Context: an optimization exercise on an open-source flow, tuned for small area, a short achievable clock period and few clock cycles per item. The choices shown serve that exercise and are no tape-out recipe.
Only simulation tests tie the RTL to the original design; equivalence was not proved.
Power is estimated from default activity; no workload was simulated.

==> 02-16: inputs <==
## tcs_rctc
module tcs_rctc (
    input  wire        clk,
    input  wire        rst,
    input  wire        in_valid,
    output wire        in_ready,
    input  wire [4:0]  op,
    input  wire [63:0] a,
    input  wire [3:0]  len,
    output reg         out_valid,
    input  wire        out_ready,
    output wire [79:0] res,
    output reg         err,
    output reg  [2:0]  err_code
);
Settings: LEC_CHECK=0, CAP_MARGIN=20, CORE_MARGIN=2, CORE_UTILIZATION=55, PLACE_DENSITY=0.7, SLEW_MARGIN=20; clock period 90.0 ns.
run.sh (not shown) runs the stock make flow with config.mk's settings and CLKGATE_MAP_FILE= SYNTH_SCRIPT=/design/flow/synth_recipe.tcl, a recipe that flattens the netlist after the stock synthesis.
==> inputs of 09-14, as changes to 02-16 <==
--- a/flow/design.v
+++ b/flow/design.v
@@ -45,25 +45,21 @@
     wire [1:0] gain_code = (gm == 6'd4) ? 2'd1 : (gm == 6'd16) ? 2'd2 : (gm == 6'd60) ? 2'd3 : 2'd0;
     wire       gain_ok   = ((gm == 6'd1) || (gm == 6'd4) || (gm == 6'd16) || (gm == 6'd60)) &&
                            (a[15:6] == 10'd0);
     wire [5:0] gain_value = (a[1:0] == 2'd0) ? 6'd1 : (a[1:0] == 2'd1) ? 6'd4 :
                             (a[1:0] == 2'd2) ? 6'd16 : 6'd60;
     wire [15:0] t_low    = a[15:0];
     wire [15:0] t_high   = a[31:16];
     wire [15:0] t_sample = a[47:32];
-    wire        hi_ge_s, s_ge_lo;
-    rctc_rca #(16) u_cu (.a(t_high),   .b(~t_sample), .ci(1'b1), .s(), .co(hi_ge_s));
-    rctc_rca #(16) u_cd (.a(t_sample), .b(~t_low),    .ci(1'b1), .s(), .co(s_ge_lo));
-    wire        t_up   = !hi_ge_s;                  
-    wire        t_down = hi_ge_s && !s_ge_lo;       
-    wire [15:0] t_rl;
-    wire        t_rc;
-    rctc_rca #(16) u_rg (.a(t_high), .b(~t_low), .ci(1'b1), .s(t_rl), .co(t_rc));
-    wire        t_neg  = !t_rc;                     
+    wire        t_up   = (t_sample > t_high);
+    wire        t_down = !t_up && (t_sample < t_low);
+    wire        t_neg  = (t_high < t_low);              
+    wire [15:0] t_rl;                                   
+    rctc_rca #(16) u_rg (.a(t_high), .b(~t_low), .ci(1'b1), .s(t_rl), .co());
     wire [17:0] t_hf   = {t_neg, t_neg, t_neg, t_rl[15:1]};    
     wire        t_corr = t_neg & t_rl[0];           
     wire        t_jump = !op[2];                    
     wire        t_sub_l = t_jump | ~t_up;           
     wire        t_sub_h = ~t_jump & ~t_up;          
     wire [17:0] t_bl   = {2'b00, t_jump ? t_sample : t_low};
     wire [17:0] t_bh   = {2'b00, t_jump ? t_sample : t_high};
     wire [17:0] t_nl, t_nh;
@@ -215,23 +211,17 @@
             r_out  = t[17] ? {r_out[14:0], b} : t[15:0];
         end
     end
 endmodule
 module rctc_x255 (
     input  wire [15:0] x,
     output wire [23:0] y
 );
-    wire       nz = (x[7:0] != 8'd0);
-    wire [7:0] lo, mid, hi_dec;
-    wire       mid_c;
-    rctc_rca #(8) u_lo  (.a(~x[7:0]), .b(8'd0),     .ci(1'b1), .s(lo),     .co());
-    rctc_rca #(8) u_mid (.a(x[7:0]),  .b(~x[15:8]), .ci(!nz),  .s(mid),    .co(mid_c));
-    rctc_rca #(8) u_dec (.a(x[15:8]), .b(8'hFF),    .ci(1'b0), .s(hi_dec), .co());
-    assign y = {mid_c ? x[15:8] : hi_dec, mid, lo};
+    assign y = {x, 8'd0} - {8'd0, x};
 endmodule
 module tcs_rctc (
     input  wire        clk,
     input  wire        rst,
     input  wire        in_valid,
     output wire        in_ready,
     input  wire [4:0]  op,
     input  wire [63:0] a,
@@ -272,29 +262,31 @@
     wire        is_div  = ((op1 == 5'd17) && (a1[15:0] != 16'd0)) || wt_long;
     wire [15:0] c  = wt ? 16'd2880 : a1[15:0];
     wire [23:0] m0, x1, x2;
     rctc_x255 u_x0 (.x(a1[31:16]), .y(m0));    
     rctc_x255 u_x1 (.x(a1[47:32]), .y(x1));
     rctc_x255 u_x2 (.x(a1[63:48]), .y(x2));
     wire [23:0] x0 = wt ? {4'd0, ms1} : m0;
     wire sel8  = wt || ((a1[31:16] <= a1[15:0]) && (a1[47:32] <= a1[15:0]) && (a1[63:48] <= a1[15:0]));
+    wire sel12 = (a1[15:12] != 4'd0);
     wire sel16 = (a1[15:8] != 8'd0);
     function [39:0] init;    
         input [23:0] x;
-        input        s8, s16;
+        input        s8, s12, s16;
         begin
             if (s8)       init = {x[23:8], x[7:0], 16'd0};
+            else if (s12) init = {4'd0, x[23:12], x[11:0], 12'd0};
             else if (s16) init = {8'd0, x[23:16], x[15:0], 8'd0};
             else          init = {16'd0, x};
         end
     endfunction
-    wire [39:0] i0 = init(x0, sel8, sel16);
-    wire [39:0] i1 = init(x1, sel8, sel16);
-    wire [39:0] i2 = init(x2, sel8, sel16);
+    wire [39:0] i0 = init(x0, sel8, sel12, sel16);
+    wire [39:0] i1 = init(x1, sel8, sel12, sel16);
+    wire [39:0] i2 = init(x2, sel8, sel12, sel16);
     wire [15:0] dr0 = dv ? a1[31:16] : i0[39:24];
     wire [15:0] dr1 = dv ? a1[47:32] : i1[39:24];
     wire [15:0] dr2 = dv ? a1[63:48] : i2[39:24];
     wire [23:0] dq0 = dv ? r2[23:0]  : i0[23:0];
     wire [23:0] dq1 = dv ? r2[47:24] : i1[23:0];
     wire [23:0] dq2 = dv ? r2[71:48] : i2[23:0];
     wire [15:0] nr0, nr1, nr2;
     wire [23:0] nq0, nq1, nq2;
@@ -348,17 +340,17 @@
             end
         end
     end
     always @(posedge clk) begin
         if (s1_free) begin
             dv <= 1'b0;
         end else if (v1 && is_div && s2_free) begin
             dv <= 1'b1;
-            if (!dv) rem <= sel8 ? 3'd1 : (sel16 ? 3'd3 : 3'd5);
+            if (!dv) rem <= sel8 ? 3'd1 : sel12 ? 3'd2 : sel16 ? 3'd3 : 3'd5;
             else     rem <= rem - 3'd1;
         end
     end
     always @(posedge clk) begin
         if (s2_free) begin
             if (is_div && wt && last) begin
                 r2       <= {64'd0, 1'b1, 8'd0 - nq0[7:0]};    
                 err      <= 1'b0;
==> flow/flow/run.sh (new file) <==
#!/bin/bash
# The standard layout (the standard.sh, unchanged synthesis); the port buffers that the
# standard flow inserts at global placement use sky130_fd_sc_hd__buf_1.
set -e
export BUFFER_PORTS_ARGS="-buffer_cell sky130_fd_sc_hd__buf_1"
bash standard.sh > standard.log 2>&1
==> flow/standard.sh (new file) <==
#!/bin/bash
# synth_recipe.tcl (not shown) runs the flow's synth.tcl, then flattens the netlist and writes it again
# the make line also repeats each setting of config.mk as NAME=value (left out here)
make -C /OpenROAD-flow-scripts/flow DESIGN_CONFIG=/design/flow/config.mk WORK_HOME=/design/flow/orfs CLKGATE_MAP_FILE= SYNTH_SCRIPT=/design/flow/synth_recipe.tcl "${@:-finish}"
removed: flow/run.sh
==> run notes <==
In 02-16 the die area is lower than in 09-14, by about 4.3%.
Between 09-14 and 02-16, the lower sequential share of layout area is in 09-14 (gap 0.35 points).
Between 02-16 and 09-14, the lower maximum frequency is in 09-14 (gap 1.4%, measured against 09-14).
Of 09-14 and 02-16, 09-14 has the higher non-clock buffer count (gap 19).
Between 09-14 and 02-16, the lower critical path depth is in 02-16 (gap 3).
Synthesized cell count: 02-16 is lower than 09-14 (about 8%).
Of 02-16 and 09-14, 09-14 has the higher total power (gap 7.0%, measured against 09-14).
09-14 went through all stages and came out clean. 02-16 completed with no timing, DRC or antenna violations.
Between 09-14 and 02-16, the lower wire length is in 02-16 (gap about 2.6%, measured against 02-16).
Sequential power is about the same in 09-14 and 02-16.
==> figures <==
|  | 02-16 | 09-14 |
|---|---|---|
| Status | no timing/DRC/antenna violations | no timing/DRC/antenna violations |
| Slowest-stage cell, CP | sky130_fd_sc_hd__clkdlybuf4s50_1 | sky130_fd_sc_hd__clkinv_2 |
| Net Sw Frac | 0.522 | 0.524 |
| Routed wire length on met3 | 15.9 mm | 15.8 mm |
| Grt met1 use | 0.549 | 0.579 |
| Routed wl met2 | 47.0 mm | 47.8 mm |
| Clock buffer instance count of the final layout | 44 | 34 |
| Total inserted antenna cells | 6 | 0 |
| Crit path largest cell delay | 0.62 ns | 0.85 ns |
| Post-route fraction of the period consumed by the critical path | 0.219 | 0.222 |
| Number of antenna violations at the first check in global routing | 8 | 1 |
| Global-route layer with the greatest usage | met2 | met1 |
| Clock Latency Late Sink | 0.60 ns | 0.62 ns |
| Vias after detailed routing | 29500 | 31100 |
| Number of buffers and inverters on the critical path | 1 | 3 |
| Met1 wire length | 46.4 mm | 50.0 mm |
| Required time at the worst-slack endpoint | 72.00 ns | 90.29 ns |
| Count of placed standard cells including taps | 4223 | 4597 |
| Starting density of the core | 0.559 | 0.559 |
Testbench counts of 02-16, summed over its fixed seeds: cycles 32,073, items 24,000.
Testbench counts of 09-14, summed over its fixed seeds: cycles 30,797, items 24,000.

* * *

==> run a <==
RTL: one of the versions met above, not the one the previous note started from.
==> module tcs_rctc, before the edit <==
module tcs_rctc (
    input  wire        clk,
    input  wire        rst,
    input  wire        in_valid,
    output wire        in_ready,
    input  wire [4:0]  op,
    input  wire [63:0] a,
    input  wire [3:0]  len,
    output reg         out_valid,
    input  wire        out_ready,
    output wire [79:0] res,
    output reg         err,
    output reg  [2:0]  err_code
);
    localparam K = 4;
    reg        v1;
    reg [4:0]  op1;
    reg [63:0] a1;
    reg        lt4_1, lt8_1;
    reg        vs;
    reg [4:0]  ops;
    reg [63:0] as;
    reg        lt4_s, lt8_s;
    reg        dv;           
    reg [2:0]  rem;          
    reg        rdy;
    reg [72:0] r2;
    assign in_ready = rdy;
    assign res = {7'd0, r2};
    wire lt4_in = (len < 4'd4);
    wire lt8_in = (len < 4'd8);
    wire [72:0] e_res;
    wire        e_err;
    wire [2:0]  e_code;
    rctc_eval u_eval (
        .op(op1), .a(a1), .len_lt4(lt4_1), .len_lt8(lt8_1),
        .res(e_res), .err(e_err), .err_code(e_code)
    );
    wire [19:0] ms1     = a1[19:0];
    wire        wt      = (op1 == 5'd4);
    wire        wt_long = wt && (dv || ((ms1 > 20'd61440) && (ms1 < 20'd737280)));
    wire        is_div  = ((op1 == 5'd17) && (a1[15:0] != 16'd0)) || wt_long;
    wire [15:0] c  = wt ? 16'd2880 : a1[15:0];
    wire [23:0] m0, x1, x2;
    rctc_x255 u_x0 (.x(a1[31:16]), .y(m0));    
    rctc_x255 u_x1 (.x(a1[47:32]), .y(x1));
    rctc_x255 u_x2 (.x(a1[63:48]), .y(x2));
    wire [23:0] x0 = wt ? {4'd0, ms1} : m0;
    wire sel8  = wt || ((a1[31:16] <= a1[15:0]) && (a1[47:32] <= a1[15:0]) && (a1[63:48] <= a1[15:0]));
    wire sel12 = (a1[15:12] != 4'd0);
    wire sel16 = (a1[15:8] != 8'd0);
    function [39:0] init;    
        input [23:0] x;
        input        s8, s12, s16;
        begin
            if (s8)       init = {x[23:8], x[7:0], 16'd0};
            else if (s12) init = {4'd0, x[23:12], x[11:0], 12'd0};
            else if (s16) init = {8'd0, x[23:16], x[15:0], 8'd0};
            else          init = {16'd0, x};
        end
    endfunction
    wire [39:0] i0 = init(x0, sel8, sel12, sel16);
    wire [39:0] i1 = init(x1, sel8, sel12, sel16);
    wire [39:0] i2 = init(x2, sel8, sel12, sel16);
    wire [15:0] dr0 = dv ? a1[31:16] : i0[39:24];
    wire [15:0] dr1 = dv ? a1[47:32] : i1[39:24];
    wire [15:0] dr2 = dv ? a1[63:48] : i2[39:24];
    wire [23:0] dq0 = dv ? r2[23:0]  : i0[23:0];
    wire [23:0] dq1 = dv ? r2[47:24] : i1[23:0];
    wire [23:0] dq2 = dv ? r2[71:48] : i2[23:0];
    wire [15:0] nr0, nr1, nr2;
    wire [23:0] nq0, nq1, nq2;
    rctc_divk #(.K(K)) u_d0 (.c(c), .r_in(dr0), .xq_in(dq0), .r_out(nr0), .xq_out(nq0));
    rctc_divk #(.K(K)) u_d1 (.c(c), .r_in(dr1), .xq_in(dq1), .r_out(nr1), .xq_out(nq1));
    rctc_divk #(.K(K)) u_d2 (.c(c), .r_in(dr2), .xq_in(dq2), .r_out(nr2), .xq_out(nq2));
    wire last    = dv && (rem == 3'd1);                  
    wire busy    = v1 && is_div && !last;                
    wire done1   = v1 && !busy;                          
    wire s2_free = !out_valid || out_ready;
    wire adv     = done1 && s2_free;                     
    wire s1_free = !v1 || (done1 && !out_valid) || (done1 && out_ready);
    wire s1_ch_en = !v1 || (is_div && dv) || !out_valid || out_ready;
    wire acc     = in_valid && rdy && !rst;
    wire vs_next = vs ? !s1_free : (acc && !s1_free);
    always @(posedge clk) begin
        if (rst) begin
            v1  <= 1'b0;
            vs  <= 1'b0;
            rdy <= 1'b1;
            out_valid <= 1'b0;
        end else begin
            v1  <= !s1_free || vs || acc;
            vs  <= vs_next;
            rdy <= !vs_next;
            out_valid <= adv || (out_valid && !out_ready);
        end
    end
    always @(posedge clk) begin
        if (!vs) begin
            ops <= op; as <= a; lt4_s <= lt4_in; lt8_s <= lt8_in;
        end
    end
    wire [4:0]  op_n  = vs ? ops : op;
    wire [63:0] a_n   = vs ? as : a;
    wire        lt4_n = vs ? lt4_s : lt4_in;
    wire        lt8_n = vs ? lt8_s : lt8_in;
    always @(posedge clk) begin
        if (s1_free) begin
            op1 <= op_n; a1[15:0] <= a_n[15:0]; lt4_1 <= lt4_n; lt8_1 <= lt8_n;
        end
    end
    always @(posedge clk) begin
        if (s1_ch_en) begin
            if (busy) begin
                a1[31:16] <= nr0;
                a1[47:32] <= nr1;
                a1[63:48] <= nr2;
            end else begin
                a1[63:16] <= a_n[63:16];
            end
        end
    end
    always @(posedge clk) begin
        if (s1_free) begin
            dv <= 1'b0;
        end else if (v1 && is_div && s2_free) begin
            dv <= 1'b1;
            if (!dv) rem <= sel8 ? 3'd1 : sel12 ? 3'd2 : sel16 ? 3'd3 : 3'd5;
            else     rem <= rem - 3'd1;
        end
    end
    always @(posedge clk) begin
        if (s2_free) begin
            if (is_div && wt && last) begin
                r2       <= {64'd0, 1'b1, 8'd0 - nq0[7:0]};    
                err      <= 1'b0;
                err_code <= 3'd0;
            end else if (is_div) begin
                r2       <= {1'b0, nq2, nq1, nq0};
                err      <= 1'b0;
                err_code <= 3'd0;
            end else begin
                r2       <= e_res;
                err      <= e_err;
                err_code <= e_code;
            end
        end
    end
endmodule
clock: 90.0 ns
lec_check: 0
cap_margin: 20
core_margin: 2
core_utilization: 55
place_density: 0.7
slew_margin: 20
standard.sh (not shown) runs the stock make flow with config.mk's settings and CLKGATE_MAP_FILE= SYNTH_SCRIPT=/design/flow/synth_recipe.tcl, a recipe that flattens the netlist after the stock synthesis.
==> flow/flow/run.sh <==
#!/bin/bash
# The standard layout (the standard.sh, unchanged synthesis); the port buffers that the
# standard flow inserts at global placement use sky130_fd_sc_hd__buf_1, and ORFS's timing
# repair is asked to leave setup slack of at least SETUP_SLACK_MARGIN ns at the design's
# clock period, so that it works on the paths that set the achieved period.
set -e
export BUFFER_PORTS_ARGS="-buffer_cell sky130_fd_sc_hd__buf_1"
export SETUP_SLACK_MARGIN=71.0
bash standard.sh > standard.log 2>&1
==> run b: changes against run a <==
--- a/flow/design.v
+++ b/flow/design.v
@@ -267,21 +267,19 @@
     rctc_x255 u_x2 (.x(a1[63:48]), .y(x2));
     wire [23:0] x0 = wt ? {4'd0, ms1} : m0;
     wire sel8  = wt || ((a1[31:16] <= a1[15:0]) && (a1[47:32] <= a1[15:0]) && (a1[63:48] <= a1[15:0]));
-    wire sel12 = (a1[15:12] != 4'd0);
     wire sel16 = (a1[15:8] != 8'd0);
     function [39:0] init;    
         input [23:0] x;
-        input        s8, s12, s16;
+        input        s8, s16;
         begin
             if (s8)       init = {x[23:8], x[7:0], 16'd0};
-            else if (s12) init = {4'd0, x[23:12], x[11:0], 12'd0};
             else if (s16) init = {8'd0, x[23:16], x[15:0], 8'd0};
             else          init = {16'd0, x};
         end
     endfunction
-    wire [39:0] i0 = init(x0, sel8, sel12, sel16);
-    wire [39:0] i1 = init(x1, sel8, sel12, sel16);
-    wire [39:0] i2 = init(x2, sel8, sel12, sel16);
+    wire [39:0] i0 = init(x0, sel8, sel16);
+    wire [39:0] i1 = init(x1, sel8, sel16);
+    wire [39:0] i2 = init(x2, sel8, sel16);
     wire [15:0] dr0 = dv ? a1[31:16] : i0[39:24];
     wire [15:0] dr1 = dv ? a1[47:32] : i1[39:24];
     wire [15:0] dr2 = dv ? a1[63:48] : i2[39:24];
@@ -345,7 +343,7 @@
             dv <= 1'b0;
         end else if (v1 && is_div && s2_free) begin
             dv <= 1'b1;
-            if (!dv) rem <= sel8 ? 3'd1 : sel12 ? 3'd2 : sel16 ? 3'd3 : 3'd5;
+            if (!dv) rem <= sel8 ? 3'd1 : (sel16 ? 3'd3 : 3'd5);
             else     rem <= rem - 3'd1;
         end
     end
--- a/flow/flow/run.sh
+++ b/flow/flow/run.sh
@@ -5,5 +5,5 @@
 # clock period, so that it works on the paths that set the achieved period.
 set -e
 export BUFFER_PORTS_ARGS="-buffer_cell sky130_fd_sc_hd__buf_1"
-export SETUP_SLACK_MARGIN=71.0
+export SETUP_SLACK_MARGIN=70.5
 bash standard.sh > standard.log 2>&1
==> results.yml <==
status:
  status: "no timing/DRC/antenna violations"
cells_and_area:
  nonClkBufAreaFrac_pct: 3.59
  diodes: 2
  multi_input_area_share_pct: 70.2
global_routing:
  grtUsageMet3_pct: 9.44
synth:
  synth_compound_area_share_pct: 23.0
detailed_routing:
  top_layer: "met4"
clock_network:
  postCtsSetupRepairBufs: 0
worst_setup_path:
  rr_startpoint: "a1[4]"
[end of results for run b]
==> results.yml <==
cells_and_area:
  multi_input_cells: 3179
  multi_input_area_share_pct: 68.8
  diodes: 0
  nonClkBufAreaFrac_pct: 5.74
  final_area_um2: 34000
worst_setup_path:
  worstRegToRegCells: 59
status:
  status: "no timing/DRC/antenna violations"
timing:
  clock-skew-final_ns: 0.0338
clock_network:
  postCtsSetupRepairBufs: 54
global_routing:
  grtUsageMet3_pct: 9.50
floorplan:
  die_x_um: 241
synth:
  synth_compound_area_share_pct: 24.6
detailed_routing:
  top_layer: "met5"
[end of results for run a]
Testbench counts of run a, summed over its fixed seeds: cycles 30,797, items 24,000.
Testbench counts of run b, summed over its fixed seeds: cycles 32,073, items 24,000.

## afterwards: timing with drivers on the ports
The flow's constraints put no driver on any port. The routed layouts listed below were extracted and timed again, unchanged, in two steps.
Step 1 sets driving cells, clkbuf_16 on the clock port and buf_2 on the other inputs (assumed; they add their load-dependent delay and slew).
Step 2 adds t to the input delays and takes it off the output delays; t is the mean of the earliest and latest rising clock arrival at the registers after step 1. Input paths then give back, and output paths get back, about the clock's delay inside the block.
Slacks: no drivers / after step 1 / after step 2; pairs: no drivers / after step 1.
| run | t (ns) | setup slack, ns | worst setup path after step 2 | worst slew at a driven data input, ns |
|---|---|---|---|---|
| 02-16 | 0.652 | 70.268 / 70.204 / 69.764 | input to register | 0.07 |
| 09-14 | 0.657 | 69.982 / 70.023 / 69.367 | input to register | 0.06 |
| run a | 0.638 | 70.741 / 70.677 / 70.507 | input to register | 0.05 |
| run b | 0.669 | 70.683 / 70.622 / 70.330 | input to register | 0.05 |
After both steps setup and hold are still met in every run listed. For 09-14, which loses most, drivers alone change the setup slack by +0.041 ns; drivers and shift together by -0.615 ns.
